This design comes from an exercise in tuning for small area, a short achievable clock period and few clock cycles on the open sky130 flow, not from production work. Function was checked by simulation only, so behaviour that the tests miss may differ from the original. Power figures rest on the tool's default switching activity, not on a simulated workload.

Setup of main:
// pae_engine
module pae_engine (
    input  wire        clk,
    input  wire        rst,
    input  wire        cmd_valid,
    output wire        cmd_ready,
    input  wire [63:0] cmd_data,
    input  wire [31:0] time_us,
    output reg         resp_valid,
    output reg  [31:0] resp_data,
    output wire [3:0]  pin
);
clock: 12.0 ns
lec_check: 0
abc_area: 1
cap_margin: 20
core_margin: 2
core_utilization: 45
place_density: 0.6
setup_slack_margin: 4.5
slew_margin: 20
run.sh (not shown) runs the stock make flow with config.mk's settings and CLKGATE_MAP_FILE= SYNTH_SCRIPT=/design/flow/synth_recipe.tcl, a recipe that flattens the netlist after the stock synthesis.
Testbench counts of main, summed over its fixed seeds: cycles 42,673.
Relative to main, the following input files were edited for the feature branch:
-- flow/design.v --
<<< main, line 123
    reg [S-1:0] qp;           
    reg [23:0] qd;
    reg [23:0] rm, qma;
    reg [11:0] qmb;           
    reg [13:0] rw;
    reg [23:0] qw_a, qs_a;
>>> the feature branch, line 123
    reg [S-1:0] qp;           
    reg [23:0] qd;
    reg [23:0] rm, qm;        
    reg [13:0] rw;
    reg [23:0] qw_a, qs_a;
<<< main, line 222
    endfunction
    wire [4:0]  l_bl   = bitlen16(lv);
    wire [3:0]  l_gf   = (l_bl - 5'd1) / S;
    wire [23:0] l_p    = period[lc];
    wire [3:0]  l_gr   = lz24(l_p) / SR;
>>> the feature branch, line 221
    endfunction
    wire [4:0]  l_bl   = bitlen16(lv);
    wire [3:0]  l_gh   = l_bl / S;
    wire [23:0] l_ph   = TENM >> (24 - l_gh * S);
    wire [3:0]  l_gf   = (l_ph[15:0] < lv) ? l_gh : (l_bl - 5'd1) / S;
    wire [23:0] l_p    = period[lc];
    wire [3:0]  l_gr   = lz24(l_p) / SR;
<<< main, line 243
    reg  [27:0] ma1, ma3, mn1, mn3, mn5;
    reg  [17:0] wa1, wa3, sa1, sa3;
    reg         first;
    reg         pwb;         
    pae_divstep #(.S(S)) u_d (
>>> the feature branch, line 244
    reg  [27:0] ma1, ma3, mn1, mn3, mn5;
    reg  [17:0] wa1, wa3, sa1, sa3;
    reg         first;       
    reg         pwb;         
    pae_divstep #(.S(S)) u_d (
<<< main, line 266
        end
    endfunction
    wire [23:0] wb_pos   = qma + spread(qmb);
    wire [23:0] wb_width = qw_a + spread(qw_b);
    wire [23:0] wb_start = qs_a + spread(qs_b);
>>> the feature branch, line 267
        end
    endfunction
    wire [21:0] qm_inc   = qm[21:0] + 22'd1;
    wire [23:0] qm_n     = {qm_hi[1] ? qm_inc : qm[21:0], qm_lo};
    wire [23:0] wb_width = qw_a + spread(qw_b);
    wire [23:0] wb_start = qs_a + spread(qs_b);
<<< main, line 409
                rd    <= l_rd[15:0];
                qd    <= 24'd0;
                rm    <= 24'd0; qma <= 24'd0; qmb <= 12'd0;
                first <= 1'b1;
                wa1   <= {4'd0, l_duty};
>>> the feature branch, line 411
                rd    <= l_rd[15:0];
                qd    <= 24'd0;
                rm    <= 24'd0; qm <= 24'd0;
                first <= 1'b1;
                wa1   <= {4'd0, l_duty};
<<< main, line 506
                end else begin
                    rm  <= rm_n;
                    qma <= {qma[23-S:0], qm_lo};
                    qmb <= {qmb[10:0], qm_hi[1]};
                end
                if (mode == M_REC) begin
>>> the feature branch, line 508
                end else begin
                    rm  <= rm_n;
                    qm  <= qm_n;
                end
                if (mode == M_REC) begin
<<< main, line 530
                        abs_ok <= 1'b1;
                        state  <= S_IDLE;
                    end else if (mode == M_REC && !(loop == L_SCHED && sch_more)) begin
                        pwb    <= 1'b1;
                        state  <= S_IDLE;
                    end else
                        state  <= S_WB;
>>> the feature branch, line 531
                        abs_ok <= 1'b1;
                        state  <= S_IDLE;
                    end else if (loop == L_ONE || (loop == L_SCHED && !sch_more) ||
                                 (loop == L_GFREQ && ch == 2'd3)) begin
                        if (mode == M_FREQ) begin
                            freq[ch]   <= fval;
                            period[ch] <= qd;
                            pos[ch]    <= qm_n;
                        end
                        fresh[ch] <= 1'b0;
                        pwb       <= 1'b1;
                        state     <= S_IDLE;
                    end else
                        state  <= S_WB;
<<< main, line 542
                        freq[ch]   <= fval;
                        period[ch] <= qd;
                        pos[ch]    <= wb_pos;
                    end
                    fresh[ch]  <= 1'b0;
>>> the feature branch, line 550
                        freq[ch]   <= fval;
                        period[ch] <= qd;
                        pos[ch]    <= qm;
                    end
                    fresh[ch]  <= 1'b0;
### Flow results
- Number of iterations in the first detailed-routing pass on the feature branch is up relative to main.
- The feature branch against main: initial antenna violation count now smaller; count of inserted tapcells now smaller; total wirelength of the detailed-routed design now smaller; total track usage now smaller; ratio of cells with drive above 1 in the final layout now larger.
- Compared the feature branch vs main, and detailed-route vias per instance is down in the feature branch.
- Sort main and the feature branch by via count desc -> top: main
- Relative to main, power has gone down in the feature branch.
- [the feature branch] fraction of cell area in non-clock buffers rose 0.20 points relative to main
Testbench counts of the feature branch, summed over its fixed seeds: cycles 40,896.

-- separate check: timing with driven ports --
The flow's constraints put no driver on any port. The routed layouts listed below were extracted and timed again, unchanged, in two steps. Step 1 (the two cells are an assumption about what drives the block):
set clk [get_ports {clk}]
set_driving_cell -lib_cell sky130_fd_sc_hd__clkbuf_16 $clk
set_driving_cell -lib_cell sky130_fd_sc_hd__buf_2 [delete_from_list [all_inputs] $clk]
Step 2 moves the port delays by t, midway between the first and last clock arrival at a register: inputs arrive t later, outputs are due t later. That takes back most of the time a late clock gives input paths. Slacks: ideal ports / drivers / drivers and shift; pairs: ideal ports / drivers.
run	shift t [ns]	setup WS [ns]	pins driven straight from the clock port
main	1.034	4.303 / 4.300 / 3.431	1
the feature branch	1.002	4.166 / 4.166 / 3.573	1
After both steps every run listed still meets setup and hold. The setup slack of main, which loses most, moves by -0.003 ns with the drivers and by -0.872 ns with both steps.
